Source: an optimization exercise on an open RTL-to-GDS flow (aim: small area, a short achievable clock period and few clock cycles). Production flows keep margins and buffers that such runs may drop.
Function was checked by simulation only, so behaviour that the tests miss may differ from the original.

## run.sh

```bash
#!/bin/bash
# synth_recipe.tcl (not shown) runs the flow's synth.tcl, then flattens the netlist and writes it again
# the make line also repeats each setting of config.mk as NAME=value (left out here)
make -C /OpenROAD-flow-scripts/flow DESIGN_CONFIG=/design/flow/config.mk WORK_HOME=/design/flow/orfs CLKGATE_MAP_FILE= SYNTH_SCRIPT=/design/flow/synth_recipe.tcl finish
```

## config.mk

```make
export PLATFORM = sky130hd
export DESIGN_NAME = sisb_alu
export DESIGN_NICKNAME = sisb_alu
export VERILOG_FILES = /design/flow/design.v
export SDC_FILE = /design/flow/constraint.sdc
export NUM_CORES = 4
export LEC_CHECK = 0
export CAP_MARGIN = 20
export CORE_MARGIN = 2
export CORE_UTILIZATION = 40
export SETUP_SLACK_MARGIN = 5
export SLEW_MARGIN = 20
```

## constraint.sdc

```tcl
create_clock -name core_clock -period 11.0 [get_ports {clk}]
set_input_delay 2.2000 -clock core_clock [delete_from_list [all_inputs] [get_ports {clk}]]
set_output_delay 2.2000 -clock core_clock [all_outputs]
set_load 0.01 [all_outputs]
```

## design.v

```verilog
module sisb_alu (
    input  wire        clk,
    input  wire        rst,           
    input  wire        in_valid,
    output wire        in_ready,
    input  wire [3:0]  in_op,
    input  wire [15:0] in_a,
    input  wire [15:0] in_b,
    output reg         out_valid,
    output reg  [15:0] out_result,
    output reg         out_ovf,
    output reg         out_fatal,
    output reg  [1:0]  out_cause
);
    function [3:0] msb16(input [15:0] x);
        reg h8, h4, h2, h1;
        reg [7:0] y8;
        reg [3:0] y4;
        reg [1:0] y2;
        begin
            h8 = |x[15:8];  y8 = h8 ? x[15:8] : x[7:0];
            h4 = |y8[7:4];  y4 = h4 ? y8[7:4] : y8[3:0];
            h2 = |y4[3:2];  y2 = h2 ? y4[3:2] : y4[1:0];
            h1 = y2[1];
            msb16 = {h8, h4, h2, h1};
        end
    endfunction
    function [15:0] lenval(input [15:0] x);
        reg [15:0] n, pre;
        integer i;
        begin
            n = ~x;
            pre[0] = 1'b1;
            for (i = 1; i < 16; i = i + 1) pre[i] = pre[i-1] & n[i-1];
            lenval = x[15] ? (n | pre) : x;
        end
    endfunction
    function [5:0] booth(input [4:0] w);
        begin
            booth[5] = w[3] ^ w[2];
            booth[4] = (w[4] & ~w[3] & ~w[2]) | (~w[4] & w[3] & w[2]);
            booth[3] = w[4];
            booth[2] = w[1] ^ w[0];
            booth[1] = (w[2] & ~w[1] & ~w[0]) | (~w[2] & w[1] & w[0]);
            booth[0] = w[2];
        end
    endfunction
    function [4:0] window(input [15:0] v, input [1:0] g);
        reg [16:0] vx;
        begin
            vx = {v, 1'b0};
            case (g)
                2'd0: window = vx[4:0];
                2'd1: window = vx[8:4];
                2'd2: window = vx[12:8];
                default: window = vx[16:12];
            endcase
        end
    endfunction
    function [1:0] ndig(input [15:0] x);
        begin
            if (x[15:3] == {13{x[15]}})      ndig = 2'd0;
            else if (x[15:7] == {9{x[15]}})  ndig = 2'd1;
            else if (x[15:11] == {5{x[15]}}) ndig = 2'd2;
            else                             ndig = 2'd3;
        end
    endfunction
    reg        xv;           
    reg        xfirst;       
    reg        m_mul, m_div, m_pow;    
    reg        s_add, s_log, s_shl, s_shr;   
    reg        x_sub;        
    reg  [1:0] x_lsel;       
    reg        x_fatal;
    reg  [1:0] x_cause;
    reg        x_ovfc;       
    reg        d_sa, d_sb, d_rem;      
    reg [15:0] xa, xb, xm;
    reg  [3:0] cnt;          
    reg  [1:0] dc;           
    reg  [5:0] bsel;         
    reg        mfirst;       
    reg        ph;           
    wire [17:0] shl_out = {{2{xb[15]}}, xb} << cnt;
    wire        a_sub   = m_div ? (d_sa == d_sb) : x_sub;
    wire [17:0] add_y   = a_sub ? ~shl_out : shl_out;
    wire [17:0] add_x   = {{2{xa[15]}}, xa};
    wire [17:0] sum     = add_x + add_y + {17'd0, a_sub};
    wire        add_ovf = sum[16] ^ sum[15];
    wire [17:0] z_t = add_x ^ add_y;
    wire [17:0] z_c = {add_x[16:0] | add_y[16:0], a_sub};
    wire        sum_zero = (z_t == z_c);
    wire [15:0] fill_mask = ~(16'hFFFF << cnt);
    wire [15:0] shr_rev = shl_out[15:0] | (fill_mask & {16{xb[0]}});    
    reg  [15:0] shr_out;
    integer ri;
    always @(*) for (ri = 0; ri < 16; ri = ri + 1) shr_out[ri] = shr_rev[15 - ri];
    reg  [15:0] log_out;
    always @(*) begin
        case (x_lsel)
            2'd0:    log_out = xa & xb;
            2'd1:    log_out = xa | xb;
            default: log_out = xa ^ xb;
        endcase
    end
    wire        d_acc  = d_sa ? (sum[17] | sum_zero) : ~sum[17];
    wire [15:0] d_r_n  = d_acc ? sum[15:0] : xa;
    wire [15:0] q_in   = xfirst ? 16'd0 : out_result;
    reg  [14:0] q_neg_hi;                         
    reg         qc;
    integer qi;
    always @(*) begin
        qc = 1'b1;
        for (qi = 0; qi < 15; qi = qi + 1) begin
            q_neg_hi[qi] = ~q_in[qi] ^ qc;
            qc = qc & ~q_in[qi];
        end
    end
    wire        qneg   = d_sa ^ d_sb;
    wire        d_last = (cnt == 4'd0);
    wire [15:0] d_res1 = (d_last & d_rem) ? sum[15:0] :
                         (d_last & qneg)  ? {~q_in[14:0], 1'b1} : {q_in[14:0], 1'b1};
    wire [15:0] d_res0 = (d_last & d_rem) ? xa :
                         (d_last & qneg)  ? {q_neg_hi, 1'b0} : {q_in[14:0], 1'b0};
    wire [15:0] d_res  = d_acc ? d_res1 : d_res0;
    wire        d_ovf  = ~d_rem & ~qneg & q_in[14];
    wire        bh_one = bsel[5], bh_two = bsel[4], bh_neg = bsel[3];
    wire        bl_one = bsel[2], bl_two = bsel[1], bl_neg = bsel[0];
    wire [21:0] mx  = {{6{xm[15]}}, xm};
    wire [21:0] mx2 = {{5{xm[15]}}, xm, 1'b0};
    wire [21:0] pph = ((bh_one ? mx : 22'd0) | (bh_two ? mx2 : 22'd0)) ^ {22{bh_neg}};
    wire [21:0] ppl = ((bl_one ? mx : 22'd0) | (bl_two ? mx2 : 22'd0)) ^ {22{bl_neg}};
    wire [15:0] p_in = mfirst ? 16'd0 : out_result;
    wire [21:0] pacc = {{2{p_in[15]}}, p_in, 1'b0, bh_neg, 1'b0, bl_neg};
    wire [21:0] mac  = pacc + {pph[19:0], 2'b00} + ppl;
    wire        mac_oor = (mac[21:15] != {7{mac[15]}});
    wire        st_in   = xfirst ? 1'b0 : out_ovf;
    wire        mac_ovf = st_in | mac_oor;
    wire        m_end   = (dc == 2'd0);           
    wire [15:0] msrc    = ph ? xa : xm;           
    wire [15:0] xbl     = {xb[14:0], 1'b0};
    wire        p_bit   = xbl[cnt];               
    wire        pow_last = m_end & (ph | ~p_bit) & (cnt == 4'd1);
    wire        to_ma   = ~ph & p_bit;
    wire [15:0] n_src   = ~m_end ? msrc : to_ma ? xa : mac[15:0];
    wire [1:0]  n_dc    = ~m_end ? dc - 2'd1 : to_ma ? ndig(xa) : ndig(mac[15:0]);
    wire x_done = ~(m_mul | m_div | m_pow) | (m_mul & m_end)
                | (m_div & d_last)
                | (m_pow & pow_last);
    assign in_ready = ~xv | x_done;
    wire accept = in_valid & in_ready;
    wire i_add = (in_op == 4'h0), i_sub = (in_op == 4'h1), i_mul = (in_op == 4'h2);
    wire i_div = (in_op == 4'h3), i_pow = (in_op == 4'h4), i_rem = (in_op == 4'h5);
    wire i_and = (in_op == 4'h6), i_or  = (in_op == 4'h7), i_xor = (in_op == 4'h8);
    wire i_not = (in_op == 4'h9), i_shl = (in_op == 4'hA), i_shr = (in_op == 4'hB);
    wire i_rsv = (in_op[3:2] == 2'b11);
    wire i_dr  = i_div | i_rem;
    wire i_sh  = i_shl | i_shr;
    wire b_zero    = (in_b == 16'd0);
    wire b_one     = (in_b == 16'd1);
    wire shift_bad = (in_b[15:4] != 12'd0);
    wire fat_div   = i_dr & b_zero;
    wire fat_pow   = i_pow & in_b[15];
    wire fat_sh    = i_sh & shift_bad;
    wire i_fatal   = fat_div | fat_pow | fat_sh | i_rsv;
    wire [1:0] i_cause = i_rsv ? 2'd3 : fat_pow ? 2'd2 : fat_sh ? 2'd1 : 2'd0;
    wire [15:0] la = lenval(in_a);
    wire [15:0] lb = lenval(in_b);
    wire [3:0]  ia = msb16(la);
    wire [3:0]  ib = msb16(lb);
    wire [4:0]  d_s  = {1'b0, ia} - {1'b0, ib};
    wire        d_quick = a_zero | d_s[4];           
    wire a_zero  = (in_a == 16'd0);
    wire a_one   = (in_a == 16'd1);
    wire a_mone  = (in_a == 16'hFFFF);
    wire p_small = b_zero | b_one | a_zero | a_one | a_mone;
    wire p_evbig = ~in_a[0] & (in_b[15:4] != 12'd0);    
    wire p_gen   = i_pow & ~in_b[15] & ~p_small & ~p_evbig;
    wire [1:0] na = ndig(in_a);
    wire [1:0] nb = ndig(in_b);
    wire       mswap = (nb < na);    
    wire       dsw   = i_mul & mswap;   
    wire [5:0] bs_in = booth(window(dsw ? in_b : in_a, dsw ? nb : na));
    reg [15:0] a_rev;
    integer ai;
    always @(*) for (ai = 0; ai < 16; ai = ai + 1) a_rev[ai] = in_a[15 - ai];
    wire [15:0] pow_small_val = b_zero ? 16'd1 : a_mone ? {{15{in_b[0]}}, 1'b1} : in_a;
    always @(posedge clk) begin
        if (rst) begin
            xv <= 1'b0;
            out_valid <= 1'b0;
        end else begin
            out_valid <= xv & x_done;
            if (accept) xv <= 1'b1;
            else if (x_done) xv <= 1'b0;
        end
    end
    always @(posedge clk) begin
        if (accept) begin
            xfirst  <= 1'b1;
            mfirst  <= 1'b1;
            ph      <= i_mul;
            dc      <= dsw ? nb : na;
            bsel    <= bs_in;
            m_mul   <= i_mul;
            m_div   <= i_dr & ~b_zero;
            m_pow   <= p_gen;
            s_add   <= i_add | i_sub;
            s_shl   <= i_shl & ~shift_bad;
            s_shr   <= i_shr & ~shift_bad;
            s_log   <= i_and | i_or | i_xor | i_not | (i_pow & ~in_b[15] & ~p_gen);
            x_sub   <= i_sub;
            x_lsel  <= i_and ? 2'd0 : (i_xor | i_not) ? 2'd2 : 2'd1;
            x_fatal <= i_fatal;
            x_cause <= i_cause;
            x_ovfc  <= i_pow & ~in_b[15] & ~p_small & p_evbig;
            d_sa    <= in_a[15];
            d_sb    <= in_b[15];
            d_rem   <= i_rem;
            if (i_mul)
                xa <= mswap ? in_b : in_a;
            else if (i_pow & ~p_gen)
                xa <= (p_evbig & ~p_small) ? 16'd0 : pow_small_val;
            else
                xa <= in_a;
            if (i_shl)
                xb <= in_a;
            else if (i_shr)
                xb <= a_rev;
            else if (i_not)
                xb <= 16'hFFFF;
            else if (i_pow & ~p_gen)
                xb <= 16'd0;
            else
                xb <= in_b;
            xm <= (i_mul & ~mswap) ? in_b : in_a;
            if (i_sh)
                cnt <= in_b[3:0];
            else if (i_dr)
                cnt <= d_quick ? 4'd0 : d_s[3:0];
            else if (i_pow)
                cnt <= ib;
            else
                cnt <= 4'd0;
        end else begin
            xfirst <= 1'b0;
            if (m_div) begin
                xa  <= d_r_n;
                cnt <= cnt - 4'd1;
            end
            if (m_mul | m_pow) begin
                dc     <= n_dc;
                bsel   <= booth(window(n_src, n_dc));
                mfirst <= m_end;
                if (m_pow & m_end) begin
                    xm <= mac[15:0];
                    if (~ph & p_bit) begin
                        ph   <= 1'b1;
                    end else begin
                        ph   <= 1'b0;
                        cnt  <= cnt - 4'd1;
                    end
                end
            end
        end
    end
    always @(posedge clk) begin
        if (m_mul | m_pow) begin
            out_result <= mac[15:0];
            out_ovf    <= mac_ovf;
            out_fatal  <= 1'b0;
            out_cause  <= 2'd0;
        end else if (m_div) begin
            out_result <= d_res;
            out_ovf    <= d_ovf;
            out_fatal  <= 1'b0;
            out_cause  <= 2'd0;
        end else begin
            out_result <= x_fatal ? 16'd0 :
                          s_add ? sum[15:0] :
                          s_shl ? shl_out[15:0] :
                          s_shr ? shr_out :
                          s_log ? log_out : 16'd0;
            out_ovf    <= ~x_fatal & (s_add ? add_ovf : x_ovfc);
            out_fatal  <= x_fatal;
            out_cause  <= x_fatal ? x_cause : 2'd0;
        end
    end
endmodule
```

==> results of run 1 <==
-- kinds of logic after synthesis --
group	Yosys count	share of synthesized area, %
multiplexers	121	10.1
adder cells (fa/ha/maj)	131	12.5
AND/OR/NAND/NOR	513	16.9
XOR/XNOR	126	7.90
AO/OA/AOI/OAI	569	25.9
buffers and inverters	254	6.96
flip-flops	102	19.7
-- critical path: cells and delay by family --
family / cells / cell delay, ns
adders and majority gates: 2 / 0.57
buffers and inverters: 2 / 0.14
AOI/OAI and AO/OA: 11 / 1.68
and+or+nand+nor: 8 / 1.80
-- area by class of cell --
cell class | instances | area [um2] | area share (%)
clock buffers | 13 | 287 | 1.80
clock inverters | 3 | 21.3 | 0.134
inverters | 104 | 398 | 2.50
multi-input cells | 1460 | 10600 | 66.9
flip-flops and latches | 102 | 2780 | 17.5
well taps | 455 | 569 | 3.58
repair buffers | 123 | 1190 | 7.52
-- stage by stage --
stage / instances / util, %
final: 2260 / 45.8
after global routing: 2260 / 45.8
after CTS: 2232 / 44.6
after detailed placement: 2199 / 43.0
after global placement: 2199 / 43.0
after floorplan: 1816 / -
-- routing by layer --
| metal | wire length, um | part of all wire (%) | track usage [%] |
|---|---|---|---|
| met1 | 22900 | 44 | 39.3 |
| met4 | 1880 | 3.6 | 9.86 |
| met2 | 23300 | 45 | 44.3 |
| met5 | 0 | 0 | 0 |
| met3 | 3790 | 7.3 | 2.87 |
-- registers in the layout, indices dropped and copies added, names as in the netlist, 2 cells and up --
signal / flops
out_result: 16
cnt: 4
xb: 16
x_cause: 2
xm: 16
x_lsel: 2
out_cause: 2
xa: 16
bsel: 6
dc: 2
-- synth_stat cells, drive strengths merged (20+ instances only) --
library cell / count
nor2: 140
nor2b: 22
o21ai: 129
xnor2: 92
a21oi: 169
edfxtp: 74
ha: 113
a31oi: 23
mux2i: 88
a22oi: 40
a221oi: 26
a211oi: 38
xor2: 33
inv: 104
dfxtp: 28
nor3: 39
nand2: 171
nand3: 34
o211ai: 30
a21o: 24
buf: 20
clkbuf: 130
-- final timing paths --
kind                                                from                 endpoint  slack, ns  cells after the start
worst min-delay path            x_cause[1]$_SDFFCE_PP1P_  out_cause[1]$_SDFF_PP0_       0.46                      1
worst min register to register  x_cause[1]$_SDFFCE_PP1P_  out_cause[1]$_SDFF_PP0_       0.46                      1
worst max register to register         bsel[2]$_DFFE_PP_        bsel[4]$_DFFE_PP_       5.34                     19
worst max-delay path                             in_a[0]           cnt[3]$_DFF_P_       4.86                     23
-- what timing repair did --
| action | CTS | global route |
|---|---|---|
| gates cloned | 0 | 2 |
| buffers inserted | 17 | 25 |
| pin swaps | 22 | 21 |
| hold endpoints to repair | 0 | 0 |
| endpoints found under the setup margin | 28 | 25 |
| gates resized for setup | 109 | 42 |
==> results.tsv, run 1 <==
metric	value	unit
finalSetupViolCount	0	
syn_area	14200	um2
async_reset_ff_share	0	%
slew_violations	0	
num_io_pins	61	
drc	0	
path_clk_slew	0.07	ns
relSlewSlack	26.8	%
h-tree-depth	3	
ys_seq_elements	102	
grt_first_pass_wirelength	79200	um
outcome	no timing/DRC/antenna violations	
wl_per_cell	23.0	um
via_count	14200	
core	34700	um2
required	11.22	ns
slowest_stage	or4_4	
ys_seq_area_share	19.7	%
synthCells	1816	
cts_root_buf	clkbuf_16	
syn_to_final_growth	12.3	%
cts_tree	done	
synth_area_per_cell	7.79	um2
period_share	55.8	%
rows	68	
cp_data_arrival_time	6.36	ns
die_w	192	um
fin_nets	1970	
grt_setup_unrepaired	yes	
synth_top_area_share	15.7	%
skew	0.0139	ns
cp-end-kind	flip-flop	
cts.sinks	102	
grt_max_degree	72	
fmax	0.163	GHz
final_cell_mix	nand2_1, a21oi_1, nor2_1	
routed_wl	51900	um
dp_slack	3.43	ns
layout_commonest_cell	nand2_1	
antenna_found_initial	0	
drtPass1Iterations	6	
avgViaCountPerCell	6.29	
worst_setup_path_start_kind	primary input	
cp_max_fo	8	
drtAntennaViolNets	0	
finalHoldViolCount	0	
clk_latency	0.36	ns
numCtsBuffers	9	
gp_congestion	0.956	
initial_core_util	40.8	%
critPathMostFrequentCell	a211oi_2	
dieArea	36900	um2
hold_buffers	0	
fin_crit	6.14	ns
path_cells	buf_12 > or4_4 > nor3_4 > nor4_1 > o22a_2 > a211oi_2 > a31oi_1 > or4_4 > nor2_4 > nor2_4 > nand2_2 > a21oi_2 > a211oi_2 > ha_2 > inv_2 > fa_2 > a21o_1 > a21oi_2 > nor2_1 > o21ai_2 > o22ai_2 > a211oi_2 > a21oi_1	
critical_path_class	in -> reg	
worst_slack	4.86	ns
grt_pass1_vias	13100	
syn_nets	1986	
yosys.cell_types.count	86	
drt-initial-drc-count	1783	
grt-ovfl-total	0	
yosys_warnings	1	
whs	0.461	ns
drv_cap	0	
synth_edf_count	74	
design_area	15900	um2
hpwl	39100	um
tns	0	ns
synth_top_area_cell	edfxtp_1	
dieHeight	192	um
fillers	3519	
n_antenna_cell	0	
clock_tree.buffer_depth	2	
worst_pin_slew	1.10	ns
slowest_delay	0.59	ns
synth-main-ff-cell	edfxtp_1	
dpl-instance-area	14900	um2
synthTopCellsByArea	edfxtp_1, ha_1, mux2i_1	
drive_above_1_share	10.8	%
hold_class	reg -> reg	
io_buffers	60	
grt_usage	27.9	%
Testbench counts, summed over its fixed seeds: cycles 28,382.
==> run 2: changes to the inputs <==
--- a/design.v
+++ b/design.v
@@ -84,9 +84,10 @@
     wire [17:0] shl_out = {{2{xb[15]}}, xb} << cnt;
+    wire        m_mac   = m_mul | m_pow;
     wire        a_sub   = m_div ? (d_sa == d_sb) : x_sub;
-    wire [17:0] add_y   = a_sub ? ~shl_out : shl_out;
-    wire [17:0] add_x   = {{2{xa[15]}}, xa};
-    wire [17:0] sum     = add_x + add_y + {17'd0, a_sub};
+    wire [21:0] add_y   = {{4{shl_out[17]}}, shl_out} ^ {22{a_sub}};
+    wire [21:0] add_x   = {{6{xm[15]}}, xm};
+    wire [21:0] sum;
     wire        add_ovf = sum[16] ^ sum[15];
-    wire [17:0] z_t = add_x ^ add_y;
-    wire [17:0] z_c = {add_x[16:0] | add_y[16:0], a_sub};
+    wire [21:0] z_t = add_x ^ add_y;
+    wire [21:0] z_c = {add_x[20:0] | add_y[20:0], a_sub};
     wire        sum_zero = (z_t == z_c);
@@ -100,9 +101,9 @@
         case (x_lsel)
-            2'd0:    log_out = xa & xb;
-            2'd1:    log_out = xa | xb;
-            default: log_out = xa ^ xb;
+            2'd0:    log_out = xm & xb;
+            2'd1:    log_out = xm | xb;
+            default: log_out = xm ^ xb;
         endcase
     end
-    wire        d_acc  = d_sa ? (sum[17] | sum_zero) : ~sum[17];
-    wire [15:0] d_r_n  = d_acc ? sum[15:0] : xa;
+    wire        d_acc  = d_sa ? (sum[21] | sum_zero) : ~sum[21];
+    wire [15:0] d_r_n  = d_acc ? sum[15:0] : xm;
     wire [15:0] q_in   = xfirst ? 16'd0 : out_result;
@@ -122,3 +123,3 @@
                          (d_last & qneg)  ? {~q_in[14:0], 1'b1} : {q_in[14:0], 1'b1};
-    wire [15:0] d_res0 = (d_last & d_rem) ? xa :
+    wire [15:0] d_res0 = (d_last & d_rem) ? xm :
                          (d_last & qneg)  ? {q_neg_hi, 1'b0} : {q_in[14:0], 1'b0};
@@ -133,4 +134,5 @@
     wire [15:0] p_in = mfirst ? 16'd0 : out_result;
-    wire [21:0] pacc = {{2{p_in[15]}}, p_in, 1'b0, bh_neg, 1'b0, bl_neg};
-    wire [21:0] mac  = pacc + {pph[19:0], 2'b00} + ppl;
+    wire [21:0] pacc = m_mac ? {{2{p_in[15]}}, p_in, 1'b0, bh_neg, 1'b0, bl_neg} : add_y;
+    wire [21:0] mac  = pacc + {pph[19:0], 2'b00} + ppl + {21'd0, ~m_mac & a_sub};
+    assign sum = mac;
     wire        mac_oor = (mac[21:15] != {7{mac[15]}});
@@ -203,3 +205,3 @@
             dc      <= dsw ? nb : na;
-            bsel    <= bs_in;
+            bsel    <= (i_mul | i_pow) ? bs_in : 6'b000100;
             m_mul   <= i_mul;
@@ -219,8 +221,3 @@
             d_rem   <= i_rem;
-            if (i_mul)
-                xa <= mswap ? in_b : in_a;
-            else if (i_pow & ~p_gen)
-                xa <= (p_evbig & ~p_small) ? 16'd0 : pow_small_val;
-            else
-                xa <= in_a;
+            xa <= dsw ? in_b : in_a;
             if (i_shl)
@@ -235,3 +232,8 @@
                 xb <= in_b;
-            xm <= (i_mul & ~mswap) ? in_b : in_a;
+            if (i_mul & ~mswap)
+                xm <= in_b;
+            else if (i_pow & ~p_gen)
+                xm <= (p_evbig & ~p_small) ? 16'd0 : pow_small_val;
+            else
+                xm <= in_a;
             if (i_sh)
@@ -247,3 +249,3 @@
             if (m_div) begin
-                xa  <= d_r_n;
+                xm  <= d_r_n;
                 cnt <= cnt - 4'd1;
==> results.tsv, run 2 <==
metric	value	unit
syn_area	12900	um2
finalHoldViolCount	0	
yosys.cell_types.count	86	
grt_max_degree	71	
cts.sinks	102	
ys_seq_elements	102	
fillers	3026	
gp_congestion	0.989	
yosys_warnings	1	
numCtsBuffers	9	
antenna_found_initial	0	
tns	0	ns
fmax	0.162	GHz
skew	0.0129	ns
crit_start	xb[0]$_DFFE_PP_	
synth.most_common_cell	a21oi_1	
post-route-util	50.0	%
dieArea	33600	um2
syn_nets	1869	
cp-end-kind	flip-flop	
drv_cap	0	
slew_violations	0	
path_clk_slew	0.08	ns
via_count	13900	
wl_per_cell	24.6	um
cts_tree	done	
fin_crit	6.17	ns
finalSetupViolCount	0	
grt_first_pass_wirelength	78700	um
clock_tree.buffer_depth	2	
synthCells	1712	
rr_worst_depth	23	
ys_seq_area_share	20.4	%
syn_to_final_growth	22.9	%
whs	0.445	ns
cp_max_fo	6	
hold_class	reg -> reg	
synth_top_area_share	13.5	%
initial_core_util	40.7	%
crit_end	bsel[1]$_DFFE_PP_	
r2r-end	bsel[1]$_DFFE_PP_	
avgViaCountPerCell	6.41	
drive_above_1_share	20.1	%
grt_pass1_vias	12900	
relSlewSlack	19.2	%
synth_area_per_cell	7.52	um2
io_buffers	60	
grt_usage	30.9	%
multi_input_area	10400	um2
dieHeight	183	um
n_antenna_cell	0	
core	31600	um2
num_io_pins	61	
routed_wl	53500	um
synth-main-ff-cell	edfxtp_1	
period_share	56.1	%
synth_edf_count	58	
die_w	183	um
worst_setup_path_start_kind	flip-flop	
drt-initial-drc-count	1760	
drtAntennaViolNets	0	
synth_top_area_cell	edfxtp_1	
drtPass1Iterations	8	
rows	65	
fin_nets	1920	
drc	0	
grt-ovfl-total	0	
cp_data_arrival_time	6.41	ns
synth_common_cells	a21oi_1, nand2_1, o21ai_0	
cts_root_buf	clkbuf_16	
synthTopCellsByArea	edfxtp_1, ha_1, a21oi_1	
critical_path_class	reg -> reg	
outcome	no timing/DRC/antenna violations	
rr_startpoint	xb[0]$_DFFE_PP_	
h-tree-depth	3	
hpwl	37900	um
clk_latency	0.37	ns
grt_setup_unrepaired	yes	
final_cell_mix	a21oi_1, nand2_1, o21ai_0	
seqCellArea	2630	um2
async_reset_ff_share	0	%
regToRegSetupSlack	4.83	ns
layout_commonest_cell	a21oi_1	
worst_pin_slew	1.21	ns
required	11.24	ns
[run 2: cell type report]
class                   instances  share of cell area, %
clock buffers                   9                   1.42
clock inverters                 7                  0.403
inverters                      88                   2.14
multi-input cells            1386                   65.7
flip-flops and latches        102                   16.7
well taps                     402                   3.18
repair buffers                176                   10.5
[run 2: worst max-delay path, cell delays in order, from the launching register on]
cell       delay (ns)
edfxtp_1         0.57
nand2_1          0.16
o21ai_4          0.13
a21oi_2          0.12
nand2b_2         0.23
xnor2_1          0.19
or2_2            0.33
fa_1             0.54
inv_1            0.05
ha_2             0.30
nor2b_2          0.18
o2111ai_2        0.28
a21oi_2          0.12
nor3b_2          0.32
xnor2_2          0.19
or4_4            0.58
mux2i_4          0.23
buf_4            0.17
a31oi_4          0.09
o21a_4           0.27
a211oi_4         0.22
o32ai_4          0.15
or4_4            0.53
nand3_2          0.09
[run 2: how the worst min path moves through the flow]
stage                             startpoint                       to  slack (ns)  cells after the start
floorplan           x_cause[0]$_SDFFCE_PP1P_  out_cause[0]$_SDFF_PP0_        0.42                      1
global placement    x_cause[1]$_SDFFCE_PP1P_  out_cause[1]$_SDFF_PP0_        0.43                      1
detailed placement  x_cause[1]$_SDFFCE_PP1P_  out_cause[1]$_SDFF_PP0_        0.43                      1
CTS                 x_cause[1]$_SDFFCE_PP1P_  out_cause[1]$_SDFF_PP0_        0.45                      1
global route        x_cause[0]$_SDFFCE_PP1P_  out_cause[0]$_SDFF_PP0_        0.47                      1
finish              x_cause[1]$_SDFFCE_PP1P_  out_cause[1]$_SDFF_PP0_        0.45                      1
[run 2: timing repair]
item / in CTS / in global routing
buffers inserted: 51 / 42
pin swaps: 43 / 47
gates cloned: 3 / 2
gates resized for setup: 185 / 128
hold buffers: 0 / 0
setup endpoints to repair: 44 / 42
[run 2: cells by family (layout without fill, tap and decap cells)]
group | count (synthesis) | after routing | share of synthesized area [%]
compound gates | 599 | 600 | 28.6
simple gates | 491 | 491 | 17.7
buf+inv | 225 | 280 | 6.73
fa+ha+maj | 118 | 118 | 12.7
xor+xnor | 117 | 117 | 8.14
flops | 102 | 102 | 20.4
mux | 60 | 60 | 5.73
[run 2: per-layer routing]
layer | vias up | share of wire, % | GRT usage [%]
li1 | 6343 | - | -
met1 | 6568 | 40 | 40.0
met2 | 826 | 46 | 50.8
met3 | 174 | 8.0 | 3.65
met4 | 0 | 5.9 | 16.2
met5 | - | 0 | 0
[run 2: through the flow]
step           area [um2]  cells  setup slack [ns]
4_1_cts             14900   2126              4.90
6_report            15800   2170              4.83
3_5_place_dp        13600   2056              3.45
5_1_grt             15800   2170              4.59
2_1_floorplan       12900   1712              4.84
3_3_place_gp        13600   2056              3.52
Testbench counts of run 2, summed over its fixed seeds: cycles 28,382.
==> run 3: changes to the inputs <==
--- a/design.v
+++ b/design.v
@@ -77,2 +77,3 @@
     reg        d_sa, d_sb, d_rem;      
+    reg        x_fill;       
     reg [15:0] xa, xb, xm;
@@ -84,13 +85,12 @@
     wire [17:0] shl_out = {{2{xb[15]}}, xb} << cnt;
-    wire        m_mac   = m_mul | m_pow;
     wire        a_sub   = m_div ? (d_sa == d_sb) : x_sub;
-    wire [21:0] add_y   = {{4{shl_out[17]}}, shl_out} ^ {22{a_sub}};
-    wire [21:0] add_x   = {{6{xm[15]}}, xm};
-    wire [21:0] sum;
+    wire [17:0] add_y   = a_sub ? ~shl_out : shl_out;
+    wire [17:0] add_x   = {{2{xa[15]}}, xa};
+    wire [17:0] sum     = add_x + add_y + {17'd0, a_sub};
     wire        add_ovf = sum[16] ^ sum[15];
-    wire [21:0] z_t = add_x ^ add_y;
-    wire [21:0] z_c = {add_x[20:0] | add_y[20:0], a_sub};
+    wire [17:0] z_t = add_x ^ add_y;
+    wire [17:0] z_c = {add_x[16:0] | add_y[16:0], a_sub};
     wire        sum_zero = (z_t == z_c);
     wire [15:0] fill_mask = ~(16'hFFFF << cnt);
-    wire [15:0] shr_rev = shl_out[15:0] | (fill_mask & {16{xb[0]}});    
+    wire [15:0] shr_rev = shl_out[15:0] | (fill_mask & {16{x_fill}});
     reg  [15:0] shr_out;
@@ -101,20 +101,11 @@
         case (x_lsel)
-            2'd0:    log_out = xm & xb;
-            2'd1:    log_out = xm | xb;
-            default: log_out = xm ^ xb;
+            2'd0:    log_out = xa & xb;
+            2'd1:    log_out = xa | xb;
+            default: log_out = xa ^ xb;
         endcase
     end
-    wire        d_acc  = d_sa ? (sum[21] | sum_zero) : ~sum[21];
-    wire [15:0] d_r_n  = d_acc ? sum[15:0] : xm;
+    wire        d_acc  = d_sa ? (sum[17] | sum_zero) : ~sum[17];
+    wire [15:0] d_r_n  = d_acc ? sum[15:0] : xa;
     wire [15:0] q_in   = xfirst ? 16'd0 : out_result;
-    reg  [14:0] q_neg_hi;                         
-    reg         qc;
-    integer qi;
-    always @(*) begin
-        qc = 1'b1;
-        for (qi = 0; qi < 15; qi = qi + 1) begin
-            q_neg_hi[qi] = ~q_in[qi] ^ qc;
-            qc = qc & ~q_in[qi];
-        end
-    end
+    wire [14:0] q_neg_hi = ~q_in[14:0] + 15'd1;
     wire        qneg   = d_sa ^ d_sb;
@@ -123,3 +114,3 @@
                          (d_last & qneg)  ? {~q_in[14:0], 1'b1} : {q_in[14:0], 1'b1};
-    wire [15:0] d_res0 = (d_last & d_rem) ? xm :
+    wire [15:0] d_res0 = (d_last & d_rem) ? xa :
                          (d_last & qneg)  ? {q_neg_hi, 1'b0} : {q_in[14:0], 1'b0};
@@ -134,5 +125,4 @@
     wire [15:0] p_in = mfirst ? 16'd0 : out_result;
-    wire [21:0] pacc = m_mac ? {{2{p_in[15]}}, p_in, 1'b0, bh_neg, 1'b0, bl_neg} : add_y;
-    wire [21:0] mac  = pacc + {pph[19:0], 2'b00} + ppl + {21'd0, ~m_mac & a_sub};
-    assign sum = mac;
+    wire [21:0] pacc = {{2{p_in[15]}}, p_in, 1'b0, bh_neg, 1'b0, bl_neg};
+    wire [21:0] mac  = pacc + {pph[19:0], 2'b00} + ppl;
     wire        mac_oor = (mac[21:15] != {7{mac[15]}});
@@ -145,5 +135,4 @@
     wire        pow_last = m_end & (ph | ~p_bit) & (cnt == 4'd1);
-    wire        to_ma   = ~ph & p_bit;
-    wire [15:0] n_src   = ~m_end ? msrc : to_ma ? xa : mac[15:0];
-    wire [1:0]  n_dc    = ~m_end ? dc - 2'd1 : to_ma ? ndig(xa) : ndig(mac[15:0]);
+    wire [1:0]  nd_xa   = ndig(xa);
+    wire [1:0]  nd_mac  = ndig(mac[15:0]);
     wire x_done = ~(m_mul | m_div | m_pow) | (m_mul & m_end)
@@ -183,4 +172,4 @@
     wire       mswap = (nb < na);    
-    wire       dsw   = i_mul & mswap;   
-    wire [5:0] bs_in = booth(window(dsw ? in_b : in_a, dsw ? nb : na));
+    wire [5:0] bs_a  = booth(window(in_a, na));
+    wire [5:0] bs_b  = booth(window(in_b, nb));
     reg [15:0] a_rev;
@@ -204,4 +193,4 @@
             ph      <= i_mul;
-            dc      <= dsw ? nb : na;
-            bsel    <= (i_mul | i_pow) ? bs_in : 6'b000100;
+            dc      <= (i_mul & mswap) ? nb : na;
+            bsel    <= (i_mul & mswap) ? bs_b : bs_a;
             m_mul   <= i_mul;
@@ -221,3 +210,9 @@
             d_rem   <= i_rem;
-            xa <= dsw ? in_b : in_a;
+            x_fill  <= in_a[15];
+            if (i_mul)
+                xa <= mswap ? in_b : in_a;
+            else if (i_pow & ~p_gen)
+                xa <= (p_evbig & ~p_small) ? 16'd0 : pow_small_val;
+            else
+                xa <= in_a;
             if (i_shl)
@@ -232,8 +227,3 @@
                 xb <= in_b;
-            if (i_mul & ~mswap)
-                xm <= in_b;
-            else if (i_pow & ~p_gen)
-                xm <= (p_evbig & ~p_small) ? 16'd0 : pow_small_val;
-            else
-                xm <= in_a;
+            xm <= (i_mul & ~mswap) ? in_b : in_a;
             if (i_sh)
@@ -249,3 +239,3 @@
             if (m_div) begin
-                xm  <= d_r_n;
+                xa  <= d_r_n;
                 cnt <= cnt - 4'd1;
@@ -253,4 +243,4 @@
             if (m_mul | m_pow) begin
-                dc     <= n_dc;
-                bsel   <= booth(window(n_src, n_dc));
+                dc     <= dc - 2'd1;
+                bsel   <= booth(window(msrc, dc - 2'd1));
                 mfirst <= m_end;
@@ -260,2 +250,4 @@
                         ph   <= 1'b1;
+                        dc   <= nd_xa;
+                        bsel <= booth(window(xa, nd_xa));
                     end else begin
@@ -263,2 +255,4 @@
                         cnt  <= cnt - 4'd1;
+                        dc   <= nd_mac;
+                        bsel <= booth(window(mac[15:0], nd_mac));
                     end
==> flow/run.sh (new file) <==
#!/bin/bash
# The standard layout (standard.sh, all steps unchanged), except that the
# port buffers that buffer_ports inserts on every input and output are plain
# buffers (buf_2) instead of the delay cells it picks by default.
# The full output of the flow goes to standard.log; ORFS keeps each step's
# log under orfs/logs/.
set -e
export BUFFER_PORTS_ARGS="-buffer_cell sky130_fd_sc_hd__buf_2"
bash standard.sh > standard.log 2>&1
==> standard.sh (new file) <==
#!/bin/bash
# synth_recipe.tcl (not shown) runs the flow's synth.tcl, then flattens the netlist and writes it again
# the make line also repeats each setting of config.mk as NAME=value (left out here)
make -C /OpenROAD-flow-scripts/flow DESIGN_CONFIG=/design/flow/config.mk WORK_HOME=/design/flow/orfs CLKGATE_MAP_FILE= SYNTH_SCRIPT=/design/flow/synth_recipe.tcl "${@:-finish}"
--- a/config.mk
+++ b/config.mk
@@ -7,2 +7,3 @@
 export LEC_CHECK = 0
+export ABC_AREA = 1
 export CAP_MARGIN = 20
removed: run.sh
==> results.tsv, run 3 <==
metric	value	unit
drv_cap	0	
synth_area_per_cell	6.45	um2
cts_root_buf	clkbuf_16	
core	36300	um2
cts_tree	done	
synth_common_cells	nand2_1, inv_1, nor2_1	
avgViaCountPerCell	5.94	
syn_nets	2429	
slowest_stage	fa_1	
grt_use_met2	51.3	%
regToRegSetupSlack	5.68	ns
synthCells	2267	
n_antenna_cell	0	
finalSetupViolCount	0	
path_clk_slew	0.08	ns
synthMuxAreaShare	0.282	%
cp_max_fo	6	
hold_class	reg -> reg	
worst_pin_slew	1.03	ns
required	11.21	ns
antenna_found_initial	0	
critical_path_class	in -> reg	
crit_start	in_b[3]	
dieHeight	195	um
final_cells	2737	
cp_data_arrival_time	5.84	ns
grt_pass1_vias	15100	
hpwl	48800	um
period_share	51.2	%
async_reset_ff_share	0	%
synth_top_area_cell	edfxtp_1	
syn_area	14600	um2
yosys_warnings	1	
clock_tree.buffer_depth	2	
multi_input_area	10200	um2
slowest_delay	0.46	ns
synth-main-ff-cell	edfxtp_1	
drive_above_1_share	7.84	%
via_count	16300	
routed_wl	61200	um
grt-ovfl-total	0	
fin_nets	2426	
cts.sinks	102	
grt_usage	31.8	%
top_usage_layer	met2	
die_w	195	um
yosys.area_share.simple	26.5	%
synth.most_common_cell	nand2_1	
synth_xor_area_share	6.70	%
relSlewSlack	31.3	%
yosys.cell_types.count	70	
crit_buf_inv	8	
num_io_pins	61	
wl_per_cell	22.4	um
final_cell_mix	nand2_1, inv_1, nor2_1	
fmax	0.178	GHz
outcome	no timing/DRC/antenna violations	
synthTopCellsByArea	edfxtp_1, nand2_1, ha_1	
ys_seq_area_share	19.0	%
cpLargestDelayFamily	simple AND/OR/NAND/NOR gates	
drt-initial-drc-count	2133	
grt_first_pass_wirelength	92500	um
ys_seq_elements	102	
dp_cells	2716	
cp_num_cells	29	
synth_fa_ha_area_share	11.4	%
gp_congestion	1.09	
synth_edf_count	74	
initial_core_util	40.2	%
synth_compound_area_share	24.7	%
grt_setup_unrepaired	no	
layout_commonest_cell	nand2_1	
r2r-end	xa[9]$_DFFE_PP_	
met1_usage	43.0	%
syn_to_final_growth	6.18	%
drc	0	
slew_violations	0	
h-tree-depth	3	
crit_end	cnt[3]$_DFF_P_	
critPathMostFrequentCell	nand2_1	
clk_latency	0.37	ns
rr_worst_depth	21	
rr_startpoint	cnt[1]$_DFF_P_	
hp-start	x_cause[0]$_SDFFCE_PP1P_	
numCtsBuffers	9	
grt_max_degree	99	
finalHoldViolCount	0	
io_buffers	60	
fin_crit	5.63	ns
synth_top_family_by_area	simple AND/OR/NAND/NOR gates	
fillers	3924	
synth_top_area_share	15.2	%
tns	0	ns
dieArea	38100	um2
worst_setup_path_start_kind	primary input	
rows	70	
drtAntennaViolNets	0	
skew	0.0159	ns
seqCellArea	2780	um2
use_met3	3.75	%
cp-end-kind	flip-flop	
drtPass1Iterations	8	
==> run 3: area by class of cell <==
class	instances	area share (%)
Clock buffer	9	1.45
Clock inverter	7	0.548
Inverter	322	7.81
Multi-Input combinational cell	1752	65.7
Sequential cell	102	17.9
Tap cell	468	3.77
Timing Repair Buffer	77	2.76
==> run 3: how the worst min path moves through the flow <==
stage	to	slack (ns)	cells after the start
after global placement	out_cause[0]$_SDFF_PP0_	0.45	2
after floorplan	out_valid$_SDFF_PP0_	0.42	2
final	out_cause[0]$_SDFF_PP0_	0.47	2
after detailed placement	out_cause[0]$_SDFF_PP0_	0.45	2
after CTS	out_cause[0]$_SDFF_PP0_	0.47	2
after global routing	out_cause[0]$_SDFF_PP0_	0.50	2
==> run 3: layer usage <==
| metal | share of wire (%) | vias up |
|---|---|---|
| met5 | 0 | - |
| met4 | 4.5 | 0 |
| met3 | 8.1 | 152 |
| met2 | 45 | 804 |
| met1 | 42 | 7666 |
| li1 | - | 7646 |
==> run 3: per-stage QoR <==
stage	hold slack [ns]	util (%)	area (um2)	setup slack, ns
after floorplan	0.417	-	14600	5.76
after global placement	0.448	41.7	15200	4.87
after detailed placement	0.451	41.7	15200	4.85
after CTS	0.473	42.5	15500	5.25
after global routing	0.501	42.7	15500	4.98
final	0.469	42.7	15500	5.37
==> run 3: worst reg2reg max path, cell delays in order, from the launching register on <==
cell and delay (ns):
dfxtp_1 0.82, inv_1 0.56, o21ai_0 0.43, nand2_1 0.07, o21ai_0 0.08, inv_1 0.08
nor2_1 0.30, xor2_1 0.23, inv_1 0.07, ha_1 0.41, nand2_1 0.10, nor2_1 0.15
nand2_1 0.09, o21ai_2 0.30, a21oi_4 0.10, o21ai_1 0.20, or2_4 0.17, nand2_2 0.05
nand3_2 0.07, nand2_4 0.22, o21ai_1 0.21, buf_4 0.28
==> run 3: logic make-up (layout without fill, tap and decap cells) <==
group | Yosys count | after routing
simple gates | 907 | 907
fa+ha+maj | 123 | 123
xor+xnor | 111 | 111
compound gates | 607 | 607
buf+inv | 413 | 415
flops | 102 | 102
mux | 4 | 4
==> run 3: timing repair <==
action | in CTS | in global routing
endpoints found under the setup margin | 0 | 18
gates resized for setup | 0 | 7
buffers inserted | 0 | 5
hold buffers | 0 | 0
Testbench counts of run 3, summed over its fixed seeds: cycles 28,382.
==> run 4: changes to the inputs <==
--- a/flow/run.sh
+++ b/flow/run.sh
@@ -3,3 +3,4 @@
 # port buffers that buffer_ports inserts on every input and output are plain
-# buffers (buf_2) instead of the delay cells it picks by default.
+# buffers (buf_2) instead of the delay cells it picks by default, and
+# repair_timing aims for 5.5 ns of setup slack (the SDC is unchanged).
 # The full output of the flow goes to standard.log; ORFS keeps each step's
@@ -7,2 +8,3 @@
 set -e
+export SETUP_SLACK_MARGIN=5.5
 export BUFFER_PORTS_ARGS="-buffer_cell sky130_fd_sc_hd__buf_2"
--- a/config.mk
+++ b/config.mk
@@ -11,3 +11,2 @@
 export CORE_UTILIZATION = 40
-export SETUP_SLACK_MARGIN = 5
 export SLEW_MARGIN = 20
==> results.tsv, run 4 <==
metric	value	unit
required	11.21	ns
period_share	48.8	%
routed_wl	61500	um
fin_nets	2442	
drtPass1Iterations	8	
cp-end-kind	flip-flop	
async_reset_ff_share	0	%
layout_commonest_cell	nand2_1	
dieArea	38100	um2
synthTopCellsByArea	edfxtp_1, nand2_1, ha_1	
syn_area	14600	um2
slowest_stage	fa_2	
cts.sinks	102	
yosys_warnings	1	
grt_usage	31.8	%
drive_above_1_share	9.58	%
rows	70	
grt_max_degree	99	
crit_buf_inv	5	
worst_setup_path_start_kind	primary input	
avgViaCountPerCell	5.95	
drtAntennaViolNets	0	
synth_edf_count	74	
h-tree-depth	3	
hpwl	48800	um
core	36300	um2
finalSetupViolCount	0	
worst_pin_slew	1.03	ns
grt_pass1_vias	15200	
cpLargestDelayFamily	simple AND/OR/NAND/NOR gates	
relSlewSlack	31.1	%
rr_worst_depth	26	
antenna_found_initial	0	
cts_tree	done	
dp_cells	2716	
synth_top_area_share	15.2	%
syn_nets	2429	
post-route-util	43.5	%
final_cell_mix	nand2_1, inv_1, nor2_1	
wl_per_cell	22.3	um
grt-ovfl-total	0	
ys_seq_area_share	19.0	%
n_antenna_cell	0	
slowest_delay	0.38	ns
hp-start	x_cause[0]$_SDFFCE_PP1P_	
io_buffers	60	
grt_first_pass_wirelength	92600	um
cp_max_fo	7	
via_count	16400	
synth_top_area_cell	edfxtp_1	
slew_violations	0	
whs	0.469	ns
hold_end	out_cause[0]$_SDFF_PP0_	
r2r-end	bsel[1]$_DFFE_PP_	
critical_path_class	in -> reg	
initial_core_util	40.2	%
drt-initial-drc-count	2139	
synth-main-ff-cell	edfxtp_1	
outcome	no timing/DRC/antenna violations	
path_clk_slew	0.08	ns
drv_cap	0	
hold_class	reg -> reg	
ys_seq_elements	102	
numCtsBuffers	9	
fmax	0.186	GHz
dieHeight	195	um
hold_depth	2	
synth_common_cells	nand2_1, inv_1, nor2_1	
fin_crit	5.37	ns
gp_congestion	1.09	
synthCells	2267	
tns	0	ns
regToRegSetupSlack	5.96	ns
syn_to_final_growth	8.03	%
yosys.cell_types.count	70	
final_cells	2753	
skew	0.0138	ns
rr_startpoint	bsel[0]$_DFFE_PP_	
grt_setup_unrepaired	yes	
clk_latency	0.37	ns
cp_data_arrival_time	5.58	ns
finalHoldViolCount	0	
synth.most_common_cell	nand2_1	
num_io_pins	61	
die_w	195	um
drc	0	
critPathMostFrequentCell	nand2_2	
clock_tree.buffer_depth	2	
cts_root_buf	clkbuf_16	
synth_area_per_cell	6.45	um2
[run 4: kinds of logic after synthesis]
family	count (synthesis)	synth area share, %
and+or+nand+nor	907	26.5
AOI/OAI and AO/OA	607	24.7
DFF	102	19.0
muxes	4	0.282
buffers and inverters	413	11.3
xor gates and xnor gates	111	6.70
adders and majority gates	123	11.4
[run 4: worst max path at each step]
stage	slack [ns]	end	depth (start not counted)	startpoint
after floorplan	5.76	cnt[3]$_DFF_P_	30	in_a[4]
after global placement	4.87	xa[2]$_DFFE_PP_	13	in_a[15]
after detailed placement	4.85	bsel[2]$_DFFE_PP_	14	in_a[15]
after CTS	5.50	cnt[3]$_DFF_P_	29	in_a[0]
after global routing	5.39	cnt[3]$_DFF_P_	25	in_a[5]
final	5.63	cnt[3]$_DFF_P_	25	in_a[5]
[run 4: layer usage]
metal | up-vias | track usage (%) | routed length [um]
met5 | - | 0 | 0
met4 | 0 | 13.8 | 2830
met3 | 155 | 3.66 | 5010
met2 | 842 | 51.4 | 27700
met1 | 7711 | 43.0 | 26000
li1 | 7683 | - | -
[run 4: tightest hold or removal path: cells and delay by family, from the launching register on]
kind / cells / cell delay [ns]
buf+inv: 1 / 0.04
flops: 1 / 0.32
simple gates: 1 / 0.08
[run 4: cell type report]
class                           instances  area [um2]
Clock buffer                            9         225
Multi-Input combinational cell       1752       10300
Clock inverter                          7        85.1
Inverter                              322        1220
Timing Repair Buffer                   93         577
Tap cell                              468         586
Sequential cell                       102        2790
Fill cell                            3912       20500
[run 4: timing repair]
action | 4_1_cts | 5_1_grt
gates resized for setup | 14 | 45
cloned | 0 | 0
endpoints found under the setup margin | 27 | 47
pin swaps | 3 | 23
hold buffers | 0 | 0
setup buffers | 6 | 15
[run 4: stage by stage]
stage                     area, um2  worst slack (ns)
after floorplan               14600              5.76
after global placement        15200              4.87
after detailed placement      15200              4.85
after CTS                     15500              5.50
after global routing          15800              5.39
final                         15800              5.63
==> run 5: changes to the inputs <==
--- a/flow/run.sh
+++ b/flow/run.sh
@@ -4,3 +4,3 @@
 # buffers (buf_2) instead of the delay cells it picks by default, and
-# repair_timing aims for 5.5 ns of setup slack (the SDC is unchanged).
+# repair_timing aims for 6 ns of setup slack (the SDC is unchanged).
 # The full output of the flow goes to standard.log; ORFS keeps each step's
@@ -8,3 +8,3 @@
 set -e
-export SETUP_SLACK_MARGIN=5.5
+export SETUP_SLACK_MARGIN=6
 export BUFFER_PORTS_ARGS="-buffer_cell sky130_fd_sc_hd__buf_2"
==> results.tsv, run 5 <==
metric	value	unit
outcome	no timing/DRC/antenna violations	
io_buffers	60	
post-route-util	44.6	%
design_area	16200	um2
initial_core_util	40.2	%
dpl-instance-area	15200	um2
use_met3	3.40	%
clock_tree.buffer_depth	2	
synth_top_area_share	15.2	%
cp-end-kind	flip-flop	
top_usage_layer	met2	
hold_end	out_valid$_SDFF_PP0_	
avgViaCountPerCell	5.95	
worst_setup_path_start_kind	primary input	
yosys_warnings	1	
cts.sinks	102	
synth.most_common_cell	nand2_1	
grt_setup_unrepaired	yes	
cts_root_buf	clkbuf_16	
hold_depth	2	
synthTopCellsByArea	edfxtp_1, nand2_1, ha_1	
synth_top_area_cell	edfxtp_1	
drv_cap	0	
drt-initial-drc-count	1818	
required	11.22	ns
drc	0	
async_reset_ff_share	0	%
cp_data_arrival_time	5.55	ns
ys_seq_elements	102	
rows	70	
r2r-end	xa[15]$_DFFE_PP_	
whs	0.455	ns
yosys.cell_types.count	70	
layout_commonest_cell	nand2_1	
relSlewSlack	31.2	%
routed_wl	62100	um
core	36300	um2
fmax	0.188	GHz
dieArea	38100	um2
cp_max_fo	6	
grt_max_degree	100	
synth_edf_count	74	
antenna_found_initial	0	
numCtsBuffers	9	
dp_cells	2717	
hold_class	reg -> reg	
period_share	48.4	%
grt_first_pass_wirelength	92600	um
syn_nets	2429	
regToRegSetupSlack	6.13	ns
met1_usage	42.5	%
worst_pin_slew	1.03	ns
syn_area	14600	um2
fin_nets	2478	
num_io_pins	61	
gp_congestion	1.01	
critical_path_class	in -> reg	
h-tree-depth	3	
grt-ovfl-total	0	
synthCells	2267	
ys_seq_area_share	19.0	%
hp-start	xv$_SDFFE_PP0P_	
drtAntennaViolNets	0	
n_antenna_cell	0	
synth-main-ff-cell	edfxtp_1	
skew	0.0125	ns
slew_violations	0	
rr_worst_depth	23	
tns	0	ns
grt_use_met2	52.8	%
finalHoldViolCount	0	
final_cells	2789	
syn_to_final_growth	10.9	%
grt_usage	31.8	%
drive_above_1_share	12.2	%
path_clk_slew	0.07	ns
wl_per_cell	22.2	um
rr_startpoint	cnt[0]$_DFF_P_	
synth_common_cells	nand2_1, inv_1, nor2_1	
cts_tree	done	
hpwl	48600	um
drtPass1Iterations	8	
fin_crit	5.33	ns
hold_buffers	0	
finalSetupViolCount	0	
grt_pass1_vias	15400	
dieHeight	195	um
die_w	195	um
clk_latency	0.37	ns
final_cell_mix	nand2_1, inv_1, nor2_1	
via_count	16600	
synth_area_per_cell	6.45	um2
[run 5: final cells by class]
type,instances,area (um2)
Timing Repair inverter,4,30.0
Multi-Input combinational cell,1752,10400
Inverter,322,1240
Fill cell,3849,20100
Clock buffer,9,225
Sequential cell,102,2790
Tap cell,468,586
Clock inverter,7,68.8
Timing Repair Buffer,125,852
[run 5: stage by stage]
step	setup WS, ns
global route	5.42
CTS	5.68
detailed placement	4.99
global placement	5.14
floorplan	5.91
finish	5.67
[run 5: cells by family (layout without fill, tap and decap cells)]
group / count (synthesis) / in the layout / share of synthesized area, %
compound gates: 607 / 607 / 24.7
xor+xnor: 111 / 111 / 6.70
fa+ha+maj: 123 / 123 / 11.4
buf+inv: 413 / 467 / 11.3
flops: 102 / 102 / 19.0
mux: 4 / 4 / 0.282
simple gates: 907 / 907 / 26.5
[run 5: per-layer routing]
metal	wire length (um)	vias up
li1	-	7754
met4	2750	0
met1	26100	7771
met2	28000	882
met3	5240	175
met5	0	-
[run 5: how the worst max path moves through the flow]
stage              from                to  cells after the start
2_1_floorplan   in_a[0]    cnt[3]$_DFF_P_                     30
3_3_place_gp   in_a[15]  xa[13]$_DFFE_PP_                     13
3_5_place_dp   in_a[15]  xa[13]$_DFFE_PP_                     13
4_1_cts         in_a[1]    cnt[3]$_DFF_P_                     32
5_1_grt         in_a[2]    cnt[3]$_DFF_P_                     27
6_report        in_a[7]    cnt[3]$_DFF_P_                     23
[run 5: timing repair]
item,4_1_cts,5_1_grt
gates resized for setup,46,50
buffers inserted,32,20
gates cloned,1,3
endpoints found under the setup margin,70,62
pin swaps,23,22
[run 5: worst max-delay path, cell delays in order]
cell and delay (ns):
buf_2 0.19, inv_1 0.21, nand2_2 0.15, nor2_4 0.05, nand4_1 0.14, nand3_1 0.12, nor3_1 0.27, nand2_2 0.14
o21bai_1 0.28, nor2_4 0.08, buf_4 0.13, o211ai_1 0.11, nand2_1 0.08, nor2_1 0.12, ha_2 0.18, inv_2 0.04
fa_2 0.40, nand3_2 0.11, a211oi_4 0.08, a22oi_1 0.21, o21ai_1 0.09, nand2_1 0.08, o21ai_1 0.08
==> run 6: changes to the inputs <==
--- a/design.v
+++ b/design.v
@@ -79,3 +79,3 @@
     reg [15:0] xa, xb, xm;
-    reg  [3:0] cnt;          
+    reg  [4:0] cnt;          
     reg  [1:0] dc;           
@@ -84,3 +84,4 @@
     reg        ph;           
-    wire [17:0] shl_out = {{2{xb[15]}}, xb} << cnt;
+    wire [3:0]  cnt_e   = cnt[3:0] & {4{~cnt[4]}};
+    wire [17:0] shl_out = {{2{xb[15]}}, xb} << cnt_e;
     wire        a_sub   = m_div ? (d_sa == d_sb) : x_sub;
@@ -93,3 +94,3 @@
     wire        sum_zero = (z_t == z_c);
-    wire [15:0] fill_mask = ~(16'hFFFF << cnt);
+    wire [15:0] fill_mask = ~(16'hFFFF << cnt[3:0]);
     wire [15:0] shr_rev = shl_out[15:0] | (fill_mask & {16{x_fill}});
@@ -111,3 +112,3 @@
     wire        qneg   = d_sa ^ d_sb;
-    wire        d_last = (cnt == 4'd0);
+    wire        d_last = (cnt_e == 4'd0);
     wire [15:0] d_res1 = (d_last & d_rem) ? sum[15:0] :
@@ -133,4 +134,4 @@
     wire [15:0] xbl     = {xb[14:0], 1'b0};
-    wire        p_bit   = xbl[cnt];               
-    wire        pow_last = m_end & (ph | ~p_bit) & (cnt == 4'd1);
+    wire        p_bit   = xbl[cnt[3:0]];          
+    wire        pow_last = m_end & (ph | ~p_bit) & (cnt[3:0] == 4'd1);
     wire [1:0]  nd_xa   = ndig(xa);
@@ -162,3 +163,2 @@
     wire [4:0]  d_s  = {1'b0, ia} - {1'b0, ib};
-    wire        d_quick = a_zero | d_s[4];           
     wire a_zero  = (in_a == 16'd0);
@@ -229,9 +229,9 @@
             if (i_sh)
-                cnt <= in_b[3:0];
+                cnt <= {1'b0, in_b[3:0]};
             else if (i_dr)
-                cnt <= d_quick ? 4'd0 : d_s[3:0];
+                cnt <= d_s;                  
             else if (i_pow)
-                cnt <= ib;
+                cnt <= {1'b0, ib};
             else
-                cnt <= 4'd0;
+                cnt <= 5'd0;
         end else begin
@@ -240,3 +240,3 @@
                 xa  <= d_r_n;
-                cnt <= cnt - 4'd1;
+                cnt <= {1'b0, cnt_e - 4'd1};
             end
@@ -254,3 +254,3 @@
                         ph   <= 1'b0;
-                        cnt  <= cnt - 4'd1;
+                        cnt  <= {1'b0, cnt[3:0] - 4'd1};
                         dc   <= nd_mac;
==> flow/run.sh (replaced) <==
#!/bin/bash
# The standard layout (standard.sh, all steps unchanged), except that the
# port buffers that buffer_ports inserts on every input and output are plain
# buffers (buf_2) instead of the delay cells it picks by default.
# The full output of the flow goes to standard.log; ORFS keeps each step's
# log under orfs/logs/.
set -e
export BUFFER_PORTS_ARGS="-buffer_cell sky130_fd_sc_hd__buf_2"
bash standard.sh > standard.log 2>&1
--- a/config.mk
+++ b/config.mk
@@ -11,2 +11,3 @@
 export CORE_UTILIZATION = 40
+export SETUP_SLACK_MARGIN = 5
 export SLEW_MARGIN = 20
==> results.tsv, run 6 <==
metric	value	unit
cts_setup_buffers	0	
drtAntennaViolNets	0	
layout_commonest_cell	nand2_1	
drc	0	
regToRegSetupSlack	5.53	ns
cts_tree	done	
drt-initial-drc-count	1929	
avgViaCountPerCell	5.98	
dp_slack	4.73	ns
fin_nets	2467	
dieHeight	196	um
grt-ovfl-total	0	
hold_buffers	0	
drtPass1Iterations	8	
rr_startpoint	cnt[3]$_DFF_P_	
worst_slack	5.27	ns
routed_wl	62400	um
synth_edf_count	74	
via_count	16600	
synth.most_common_cell	nand2_1	
synth_common_cells	nand2_1, inv_1, nor2_1	
path_cells	inv_1 > o21ai_0 > a21oi_1 > o311ai_1 > nand2_1 > inv_2 > nor2_1 > a31oi_1 > nand2_1 > buf_2	
synthTopCellsByArea	edfxtp_1, nand2_1, ha_1	
grt_first_pass_wirelength	92800	um
grt_setup_unrepaired	no	
synthCells	2316	
hold_end	out_cause[0]$_SDFF_PP0_	
cp_max_fo	11	
die_w	196	um
clock_tree.buffer_depth	2	
required	8.80	ns
worst_setup_path_start_kind	flip-flop	
skew	0.0218	ns
synth_top_area_share	15.0	%
async_reset_ff_share	0	%
num_io_pins	61	
finalHoldViolCount	0	
critPathMostFrequentCell	nand2_1	
core	36500	um2
clk_latency	0.37	ns
n_antenna_cell	0	
cts_root_buf	clkbuf_16	
final_cell_mix	nand2_1, inv_1, nor2_1	
slew_violations	0	
grt_max_degree	93	
h-tree-depth	3	
slowest_delay	0.65	ns
grt_usage	31.9	%
syn_area	14800	um2
synth_top_area_cell	edfxtp_1	
slowest_stage	dfxtp_1	
syn_to_final_growth	5.62	%
hpwl	49400	um
critical_path_class	reg -> out	
ys_seq_area_share	18.9	%
worst_pin_slew	1.05	ns
finalSetupViolCount	0	
gp_congestion	1.04	
dieArea	38600	um2
io_buffers	60	
grt_pass1_vias	15300	
wl_per_cell	22.5	um
fmax	0.175	GHz
antenna_found_initial	1	
relSlewSlack	29.1	%
numCtsBuffers	9	
whs	0.477	ns
yosys_warnings	1	
yosys.cell_types.count	66	
synth-main-ff-cell	edfxtp_1	
hp-start	x_cause[0]$_SDFFCE_PP1P_	
ys_seq_elements	103	
outcome	no timing/DRC/antenna violations	
cts.sinks	103	
period_share	52.1	%
syn_nets	2479	
rr_worst_depth	20	
synth_area_per_cell	6.39	um2
post-route-util	42.8	%
hold_depth	2	
cp-end-kind	output pin	
fin_crit	5.73	ns
hold_class	reg -> reg	
cp_data_arrival_time	3.53	ns
tns	0	ns
drive_above_1_share	7.15	%
r2r-end	xa[7]$_DFFE_PP_	
drv_cap	0	
path_clk_slew	0.07	ns
rows	70	
initial_core_util	40.5	%
run 6: worst max-delay path: cells and delay by family, from the launching register on:
kind | cells | cell delay (ns)
buffers and inverters | 3 | 0.72
flip-flops | 1 | 0.65
AO/OA/AOI/OAI | 4 | 1.10
AND/OR/NAND/NOR | 3 | 0.68
run 6: logic make-up after synthesis:
family	count (synthesis)	share of synthesized area (%)
flip-flops	103	18.9
adder cells (fa/ha/maj)	124	11.3
buffers and inverters	429	11.4
XOR/XNOR	118	7.08
AND/OR/NAND/NOR	948	27.4
AO/OA/AOI/OAI	590	23.5
multiplexers	4	0.270
run 6: area by class of cell:
class,count,area (um2)
clock buffer,10,229
clock inverter,6,51.3
fill,3906,20900
inverter,336,1260
multi-input combinational,1784,10300
sequential,103,2800
tap,468,586
timing repair buffer,70,375
run 6: routing by layer:
layer	GRT usage (%)	wire, um
met1	42.2	26300
met2	51.2	27600
met3	3.29	5010
met4	17.2	3550
met5	0	0
run 6: what timing repair did:
item | 4_1_cts | 5_1_grt
endpoints found under the setup margin | 0 | 31
hold endpoints to repair | 0 | 0
resized for setup | 0 | 5
run 6: worst max-delay path by stage:
stage / start / to / slack, ns / cells past startpoint
after global routing: cnt[1]$_DFF_P_ / in_ready / 5.05 / 10
after detailed placement: in_a[15] / xa[12]$_DFFE_PP_ / 4.73 / 15
after CTS: cnt[3]$_DFF_P_ / xa[8]$_DFFE_PP_ / 5.05 / 20
after global placement: in_a[15] / xa[12]$_DFFE_PP_ / 4.73 / 15
final: cnt[1]$_DFF_P_ / in_ready / 5.27 / 10
after floorplan: in_a[15] / xa[15]$_DFFE_PP_ / 6.01 / 16
run 6: stage by stage:
| step | cell area [um2] | cells |
|---|---|---|
| floorplan | 14800 | 2316 |
| global placement | 15300 | 2761 |
| detailed placement | 15300 | 2761 |
| CTS | 15600 | 2777 |
| global route | 15600 | 2777 |
| finish | 15600 | 2777 |
Testbench counts of run 6, summed over its fixed seeds: cycles 28,382.

-- static timing again, ports no longer ideal --
No port has a modelled driver above. Below, the same layouts with a new extraction and two added sets of constraints.
Step 1: set_driving_cell puts a clkbuf_16 on clk and a buf_2 on each other input, an assumption about the parent block.
Step 2 adds t to the input delays and takes it off the output delays; t is the mean of the earliest and latest rising clock arrival at the registers after step 1. Input paths then give back, and output paths get back, about the clock's delay inside the block.
Slacks: ideal / step 1 / step 2; pairs: ideal / step 1.
run | t, ns | setup WS [ns] | hold slack, ns
run 1 | 0.405 | 4.860 / 4.858 / 4.453 | 0.461 / 0.461 / 0.461
run 2 | 0.414 | 4.828 / 4.828 / 4.425 | 0.445 / 0.445 / 0.445
run 3 | 0.415 | 5.372 / 5.397 / 4.989 | 0.469 / 0.469 / 0.469
run 4 | 0.413 | 5.635 / 5.645 / 5.232 | 0.469 / 0.469 / 0.469
run 5 | 0.419 | 5.671 / 5.680 / 5.261 | 0.455 / 0.455 / 0.455
run 6 | 0.411 | 5.272 / 5.218 / 5.036 | 0.477 / 0.477 / 0.477
After both steps every run listed still meets setup and hold. The setup slack of run 5, which loses most, moves by +0.009 ns with the drivers and by -0.410 ns with both steps.
